What follows belongs to an exercise in optimizing a design on an open flow for small area; a production flow would make more cautious choices.
Function was checked by simulation only, so behaviour that the tests miss may differ from the original.
No activity file was given, so power comes from the tool's default toggle rates.

==> delta <==
==> flow/design.v <==
module psk_mod (
    input  wire        clk,
    input  wire        rst,
    input  wire        tok_valid,
    output wire        tok_ready,
    input  wire [2:0]  tok_tag,
    input  wire [15:0] tok_data,
    input  wire        cancel,
    input  wire        smp_valid,
    output wire        smp_ready,
    input  wire [63:0] smp_t,
    output reg         res_valid,
    output reg  [7:0]  res_amp,
    output wire        res_phase,
    output wire [31:0] res_freq,
    output reg         res_ack,
    output wire [7:0]  res_handle,
    output wire [1:0]  fault
);
    localparam [1:0] K_OFF = 2'd0;
    localparam [1:0] K_PRE = 2'd1;
    localparam [1:0] K_TX  = 2'd2;
    localparam [1:0] K_END = 2'd3;
    assign res_freq = 32'd1000;
    reg        cancel_q;
    reg [1:0]  fault_q;
    assign fault = fault_q;
    reg [7:0]  acc_q;       
    reg        lz_q;
    reg [3:0]  bi_q;        
    reg [7:0]  s0_q;        
    reg [7:0]  s1_q;        
    reg [2:0]  t1_q;        
    reg        v0_q, v1_q, g_q;
    wire busy     = (bi_q != 4'd15);
    wire q_empty  = !v0_q && !v1_q && !g_q;
    wire is_data  = (tok_tag == 3'd0);
    wire a_empty  = (acc_q == 8'd1);
    wire pk_ok    = !cancel_q && (fault_q == 2'd0) && (busy || q_empty) && !mul_q;
    wire pk_go    = tok_valid && pk_ok;
    wire pk_b     = is_data & tok_data[bi_q];
    wire pk_shift = pk_go && (is_data || !a_empty);
    wire [7:0] unit = {acc_q[6:0], pk_b};
    wire unit_done = pk_shift && acc_q[7];
    wire pk_stop  = is_data ? ((!pk_b && lz_q) || (bi_q == 4'd0)) : a_empty;
    assign tok_ready = pk_ok && pk_stop;
    wire tok_fire = tok_valid && tok_ready;
    wire        q_vis   = !busy && !q_empty;
    wire [2:0]  h_tag   = v0_q ? 3'd0 : (g_q ? 3'd0 : t1_q);
    wire [7:0]  h_d     = v0_q ? s0_q : (g_q ? 8'd0 : s1_q);
    wire        pop;
    always @(posedge clk) begin
        if (rst) begin
            acc_q <= 8'd1;
            lz_q  <= 1'b0;
            bi_q  <= 4'd15;
            v0_q  <= 1'b0;
            v1_q  <= 1'b0;
            g_q   <= 1'b0;
        end else begin
            if (pk_go) bi_q <= tok_fire ? 4'd15 : bi_q - 4'd1;
            if (pk_shift) begin
                acc_q <= acc_q[7] ? 8'd1 : unit;
                if (is_data) lz_q <= !pk_b;
            end
            if (unit_done) begin
                if (!v0_q) begin
                    s0_q <= unit;
                    v0_q <= 1'b1;
                    g_q  <= !is_data && (unit[1:0] == 2'b00) && (unit != 8'd0);
                end else begin
                    s1_q <= unit;
                    t1_q <= 3'd0;
                    v1_q <= 1'b1;
                end
            end
            if (pk_go && !is_data && a_empty) begin
                s1_q <= tok_data[7:0];
                t1_q <= tok_tag;
                v1_q <= 1'b1;
            end
            if (pop) begin
                if (v0_q)      v0_q <= 1'b0;
                else if (g_q)  g_q  <= 1'b0;
                else           v1_q <= 1'b0;
            end
        end
    end
    reg [4:0]  lc_q;        
    reg [6:0]  rem_q;
    reg [25:0] ce_q, co_q;  
    reg        diff_q;
    reg        pend_q;      
    reg        mul_q;       
    wire lc0 = (lc_q == 5'd0);
    wire [6:0] rin = lc0 ? {2'b00, smp_t[63:59]} : rem_q;
    wire [31:0] dhi, dlo;
    genvar gi;
    generate
        for (gi = 0; gi < 32; gi = gi + 1) begin : g_dig
            if (gi < 26) begin : g_v
                assign dhi[gi] = smp_t[58 - 2*gi];
                assign dlo[gi] = smp_t[57 - 2*gi];
            end else begin : g_z
                assign dhi[gi] = 1'b0;
                assign dlo[gi] = 1'b0;
            end
        end
    endgenerate
    wire [1:0] dg  = {dhi[lc_q], dlo[lc_q]};
    wire [8:0] v   = {rin, dg};
    wire [1:0] qd  = (v >= 9'd375) ? 2'd3 : (v >= 9'd250) ? 2'd2 : (v >= 9'd125) ? 2'd1 : 2'd0;
    wire [8:0] vr  = v - qd * 9'd125;
    wire real_now  = lc0 ? (!mul_q && smp_valid && (fault_q == 2'd0)) : pend_q;
    wire lc5 = (lc_q == 5'd5);
    wire lc25 = (lc_q == 5'd25);
    wire dx = (qd[0] ^ ce_q[25]) | (qd[1] ^ co_q[25]);
    assign smp_ready = lc5 && mul_q;
    wire smp_fire = smp_valid && smp_ready;
    always @(posedge clk) begin
        if (rst) begin
            lc_q   <= 5'd0;
            pend_q <= 1'b0;
            mul_q  <= 1'b0;
        end else begin
            lc_q   <= lc25 ? 5'd0 : lc_q + 5'd1;
            pend_q <= real_now && !lc25;
            if (lc25 && pend_q) mul_q <= 1'b1;
            else if (lc5)       mul_q <= 1'b0;
        end
        if (!mul_q) begin
            rem_q  <= vr[6:0];
            diff_q <= lc0 ? dx : (diff_q | dx);
        end
        ce_q   <= {ce_q[24:0], real_now ? qd[0] : ce_q[25]};
        co_q   <= {co_q[24:0], real_now ? qd[1] : co_q[25]};
    end
    reg [1:0] kind_q;
    reg [5:0] c_q;        
    reg [7:0] h_q;        
    reg       phase_q, sn_q, cv_q, fall_q, rise_q;
    assign res_phase  = phase_q;
    assign res_handle = h_q;
    reg [1:0] kind1;
    reg [5:0] c1, c2;
    reg [7:0] h1;
    reg [1:0] flt;
    reg       fire;
    reg       popr;
    reg       need;
    reg       tick, flip, bb, phase2, sn2, fall2, rise2;
    always @* begin
        kind1 = kind_q;
        c1    = c_q;
        h1    = h_q;
        flt   = 2'd0;
        fire  = 1'b0;
        popr  = 1'b0;
        need  = (kind_q == K_TX) ? c_q[3] : c_q[5];
        if (cancel_q) begin
            kind1 = K_OFF;
            c1    = 6'd0;
        end else if (need) begin
            if (kind_q == K_END) begin
                kind1 = K_OFF;
                c1    = 6'd0;
            end else if (q_vis) begin
                popr = 1'b1;
                case (h_tag)
                    3'd0: begin
                        if (kind_q == K_OFF) flt = 2'd2;
                        else begin
                            kind1 = K_TX;
                            h1    = h_d;
                            c1    = (h_d == 8'd0) ? 6'd7 : 6'd0;
                        end
                    end
                    3'd1: begin
                        h1 = h_d;
                        if (kind_q == K_OFF) begin
                            kind1 = K_PRE;
                            c1    = 6'd0;
                        end else fire = 1'b1;
                    end
                    3'd2: begin
                        h1   = h_d;
                        fire = 1'b1;
                    end
                    3'd3: begin
                        h1 = h_d;
                        if (kind_q == K_OFF) begin
                            fire = 1'b1;
                            c1   = 6'd0;
                        end else begin
                            kind1 = K_END;
                            c1    = 6'd0;
                        end
                    end
                    default: flt = 2'd1;
                endcase
            end
        end
        tick   = !cv_q || diff_q;
        c2     = c1;
        phase2 = phase_q;
        sn2    = sn_q;
        fall2  = fall_q;
        rise2  = rise_q;
        flip   = 1'b0;
        bb     = c1[3] ? 1'b0 : h1[3'd7 - c1[2:0]];
        if (tick) begin
            sn2 = !sn_q;
            if (sn_q) begin
                case (kind1)
                    K_PRE, K_END: begin
                        if (!c1[5]) c2 = c1 + 6'd1;
                        if (c1 == 6'd31) fire = 1'b1;
                        flip = 1'b1;
                    end
                    K_TX: begin
                        if (!c1[3]) c2 = c1 + 6'd1;
                        flip = !bb;
                    end
                    default: flip = 1'b0;
                endcase
                phase2 = phase_q ^ flip;
                rise2  = fall_q | flip;
            end else begin
                case (kind1)
                    K_PRE, K_END: fall2 = 1'b1;
                    K_TX:         fall2 = !bb;
                    default:      fall2 = 1'b0;
                endcase
            end
        end
    end
    assign pop = smp_fire && popr;
    wire [13:0] pos   = {rem_q, smp_t[6:0]};
    wire        lt4k  = (pos < 14'd4000);
    wire        ge12k = (pos >= 14'd12000);
    wire        in_b  = !sn2;
    wire        dip   = in_b ? (rise2 && lt4k) : (fall2 && ge12k);
    wire [11:0] r     = in_b ? pos[11:0] : (12'd3712 - pos[11:0]);
    wire [12:0] z     = r + 13'd50 * r[3:0];
    wire [2:0]  zk    = (z >= 13'd4000) ? 3'd5 : (z >= 13'd3200) ? 3'd4 :
                        (z >= 13'd2400) ? 3'd3 : (z >= 13'd1600) ? 3'd2 :
                        (z >= 13'd800)  ? 3'd1 : 3'd0;
    wire [7:0]  shape = r[11:4] + zk;
    wire [7:0]  base  = dip ? shape : 8'd255;
    wire [5:0]  g     = (kind1 == K_END) ? (6'd32 - c2) : c2;
    wire        full  = (kind1 == K_TX) || g[5];
    wire        off   = (kind1 == K_OFF);
    reg         gbit;
    always @* begin
        case (lc_q[2:0])
            3'd1:    gbit = g[0];
            3'd2:    gbit = g[1];
            3'd3:    gbit = g[2];
            3'd4:    gbit = g[3];
            default: gbit = g[4];
        endcase
    end
    wire [8:0]  asum  = res_amp + ((gbit || full) ? base : 8'd0);
    wire [7:0]  amp   = lc0 ? (full ? base : 8'd0) : (off ? 8'd0 : asum[8:1]);
    always @(posedge clk) begin
        if (rst) begin
            kind_q    <= K_OFF;
            c_q       <= 6'd32;
            phase_q   <= 1'b0;
            sn_q      <= 1'b1;
            cv_q      <= 1'b0;
            fall_q    <= 1'b0;
            rise_q    <= 1'b0;
            cancel_q  <= 1'b0;
            fault_q   <= 2'd0;
            res_valid <= 1'b0;
        end else begin
            res_valid <= smp_fire;
            if (cancel) cancel_q <= 1'b1;
            if (smp_fire) begin
                if (flt != 2'd0) begin
                    fault_q <= flt;
                end else begin
                    kind_q  <= kind1;
                    c_q     <= c2;
                    h_q     <= h1;
                    phase_q <= phase2;
                    sn_q    <= sn2;
                    cv_q    <= 1'b1;
                    fall_q  <= fall2;
                    rise_q  <= rise2;
                end
            end
        end
        res_amp <= amp;
        res_ack <= fire;
    end
endmodule
==> flow/run.sh <==
#!/bin/bash
# synth_recipe.tcl (not shown) runs the flow's synth.tcl, then flattens the netlist and writes it again
# the make line also repeats each setting of config.mk as NAME=value (left out here)
make -C /OpenROAD-flow-scripts/flow DESIGN_CONFIG=/design/flow/config.mk WORK_HOME=/design/flow/orfs CLKGATE_MAP_FILE= SYNTH_SCRIPT=/design/flow/synth_recipe.tcl finish
==> flow/config.mk <==
export PLATFORM = sky130hd
export DESIGN_NAME = psk_mod
export DESIGN_NICKNAME = psk_mod
export VERILOG_FILES = /design/flow/design.v
export SDC_FILE = /design/flow/constraint.sdc
export NUM_CORES = 4
export LEC_CHECK = 0
export CAP_MARGIN = 20
export CORE_MARGIN = 2
export CORE_UTILIZATION = 40
export CTS_BUF_LIST = sky130_fd_sc_hd__clkbuf_8
export SLEW_MARGIN = 20
==> flow/constraint.sdc <==
create_clock -name core_clock -period 100.0 [get_ports {clk}]
set_input_delay 20.0000 -clock core_clock [delete_from_list [all_inputs] [get_ports {clk}]]
set_output_delay 20.0000 -clock core_clock [all_outputs]
set_load 0.01 [all_outputs]
==> amber (differences from delta) <==
==> flow/flow/run.sh (new file) <==
#!/bin/bash
# The standard layout (standard.sh: ORFS synthesis, floorplan, place,
# CTS, route, finish), with these changes made through the environment that
# ORFS reads:
#  - synthesis maps the logic with the ABC script flow/abc_area.script (a
#    stronger area-oriented mapping; ABC only sees the combinational logic,
#    so the registers are those of the standard synthesis), and leaves the
#    adders to ABC instead of mapping them to fixed full/half adder cells;
#  - the input and output port buffers use the smallest buffer cell;
#  - clock tree synthesis inserts no dummy loads and uses clkbuf_8 buffers.
# The full make output goes to standard.log; ORFS's own per-step logs are
# under orfs/logs/.
set -o pipefail
rm -rf scripts_abc
cp -r "$FLOW_HOME/scripts" scripts_abc
cp flow/abc_area.script scripts_abc/abc_area.script
export SCRIPTS_DIR="$PWD/scripts_abc"
export ABC_AREA=1
export ADDER_MAP_FILE=
export BUFFER_PORTS_ARGS="-buffer_cell sky130_fd_sc_hd__buf_1"
export CTS_ARGS="-sink_clustering_enable -repair_clock_nets -dont_use_dummy_load -buf_list sky130_fd_sc_hd__clkbuf_8 -sink_clustering_size 30 -sink_clustering_max_diameter 100"
bash standard.sh > standard.log 2>&1
==> flow/flow/abc_area.script (new file) <==
strash
&get -n
&fraig -x
&st
&syn2
&dch -f
&nf -R 1000
&st
&syn2
&dch -f
&nf -R 1000
&put
==> flow/standard.sh (new file) <==
#!/bin/bash
# synth_recipe.tcl (not shown) runs the flow's synth.tcl, then flattens the netlist and writes it again
# the make line also repeats each setting of config.mk as NAME=value (left out here)
make -C /OpenROAD-flow-scripts/flow DESIGN_CONFIG=/design/flow/config.mk WORK_HOME=/design/flow/orfs CLKGATE_MAP_FILE= SYNTH_SCRIPT=/design/flow/synth_recipe.tcl "${@:-finish}"
ABC_AREA = 1   (was not set)
CTS_BUF_LIST = not set   (was sky130_fd_sc_hd__clkbuf_8)
removed: flow/run.sh
==> nickel (differences from delta) <==
--- a/flow/design.v
+++ b/flow/design.v
@@ -38,3 +38,3 @@
     wire a_empty  = (acc_q == 8'd1);
-    wire pk_ok    = !cancel_q && (fault_q == 2'd0) && (busy || q_empty) && !mul_q;
+    wire pk_ok    = !cancel_q && (fault_q == 2'd0) && (busy || q_empty);
     wire pk_go    = tok_valid && pk_ok;
@@ -93,3 +93,2 @@
     reg        pend_q;      
-    reg        mul_q;       
     wire lc0 = (lc_q == 5'd0);
@@ -113,7 +112,5 @@
     wire [8:0] vr  = v - qd * 9'd125;
-    wire real_now  = lc0 ? (!mul_q && smp_valid && (fault_q == 2'd0)) : pend_q;
-    wire lc5 = (lc_q == 5'd5);
-    wire lc25 = (lc_q == 5'd25);
+    wire real_now  = lc0 ? (!pend_q && smp_valid && (fault_q == 2'd0)) : pend_q;
     wire dx = (qd[0] ^ ce_q[25]) | (qd[1] ^ co_q[25]);
-    assign smp_ready = lc5 && mul_q;
+    assign smp_ready = lc0 && pend_q;
     wire smp_fire = smp_valid && smp_ready;
@@ -123,15 +120,10 @@
             pend_q <= 1'b0;
-            mul_q  <= 1'b0;
         end else begin
-            lc_q   <= lc25 ? 5'd0 : lc_q + 5'd1;
-            pend_q <= real_now && !lc25;
-            if (lc25 && pend_q) mul_q <= 1'b1;
-            else if (lc5)       mul_q <= 1'b0;
-        end
-        if (!mul_q) begin
-            rem_q  <= vr[6:0];
-            diff_q <= lc0 ? dx : (diff_q | dx);
-        end
+            lc_q   <= (lc_q == 5'd25) ? 5'd0 : lc_q + 5'd1;
+            pend_q <= real_now;
+        end
+        rem_q  <= vr[6:0];
         ce_q   <= {ce_q[24:0], real_now ? qd[0] : ce_q[25]};
         co_q   <= {co_q[24:0], real_now ? qd[1] : co_q[25]};
+        diff_q <= lc0 ? dx : (diff_q | dx);
     end
@@ -250,16 +242,5 @@
     wire [5:0]  g     = (kind1 == K_END) ? (6'd32 - c2) : c2;
-    wire        full  = (kind1 == K_TX) || g[5];
-    wire        off   = (kind1 == K_OFF);
-    reg         gbit;
-    always @* begin
-        case (lc_q[2:0])
-            3'd1:    gbit = g[0];
-            3'd2:    gbit = g[1];
-            3'd3:    gbit = g[2];
-            3'd4:    gbit = g[3];
-            default: gbit = g[4];
-        endcase
-    end
-    wire [8:0]  asum  = res_amp + ((gbit || full) ? base : 8'd0);
-    wire [7:0]  amp   = lc0 ? (full ? base : 8'd0) : (off ? 8'd0 : asum[8:1]);
+    wire [12:0] prod  = base * g[4:0];
+    wire [7:0]  amp   = (kind1 == K_OFF) ? 8'd0 :
+                        ((kind1 == K_TX) || g[5]) ? base : prod[12:5];
     always @(posedge clk) begin
CTS_BUF_LIST = not set   (was sky130_fd_sc_hd__clkbuf_8)
==> comparison table <==
quantity                                                          amber        delta       nickel
Result of the run                      no timing/DRC/antenna violations  no timing/DRC/antenna violations  no timing/DRC/antenna violations
Logic power comb                                                48.3 µW      77.6 µW      94.2 µW
Share of final layout cell area taken by non-clock buffers        5.39%        11.2%        10.6%
Die width                                                        136 µm       150 µm       155 µm
Share of the core filled with cells                               45.4%        48.5%        48.1%
Inst Count DP                                                     1,153        1,273        1,349
Total routed wirelength                                         16.3 mm      20.3 mm      20.7 mm
Number of nets in the finished design                             1,035        1,157        1,249
Total number of cells along the worst setup path                     10            9            8
PwrDens                                                     19.5 nW/µm²  19.8 nW/µm²  20.5 nW/µm²
Total met2 wirelength after detailed routing                    7.71 mm      9.31 mm      9.93 mm
Power attributed to the clock group                             31.9 µW      51.9 µW      56.7 µW
Net Switching                                                   51.2 µW      71.5 µW      80.0 µW
Initial core utilization                                          40.7%        40.7%        40.4%
Die height                                                       136 µm       150 µm       155 µm
Top cell type's share of synthesized area                         28.9%        23.7%        23.8%
Fraction of standard cell area in multi-input logic               47.7%        49.1%        51.0%
Detailed route wirelength on metal3                              806 µm      1.23 mm       877 µm
Switching Share                                                   33.7%        35.4%        36.1%

## separate check: timing with driven ports
No port has a modelled driver above. Below, the same layouts with a new extraction and two added sets of constraints. Step 1: set_driving_cell puts a clkbuf_16 on clk and a buf_2 on each other input, an assumption about the parent block. Step 2 adds t to the input delays and takes it off the output delays; t is the mean of the earliest and latest rising clock arrival at the registers after step 1. Input paths then give back, and output paths get back, about the clock's delay inside the block. a / b / c = no drivers / after step 1 / after step 2; a / b = the first two.
run	shift t [ns]	setup WS [ns]	worst setup path after step 2	worst data-port slew with drivers (ns)
delta	0.489	57.660 / 57.633 / 57.633	input to output	0.05
amber	0.454	58.344 / 58.323 / 58.323	input to output	0.05
nickel	0.451	57.492 / 57.466 / 57.466	input to output	0.05
After both steps setup and hold are still met in every run listed. For delta, which loses most, drivers alone change the setup slack by -0.027 ns; drivers and shift together by -0.027 ns.
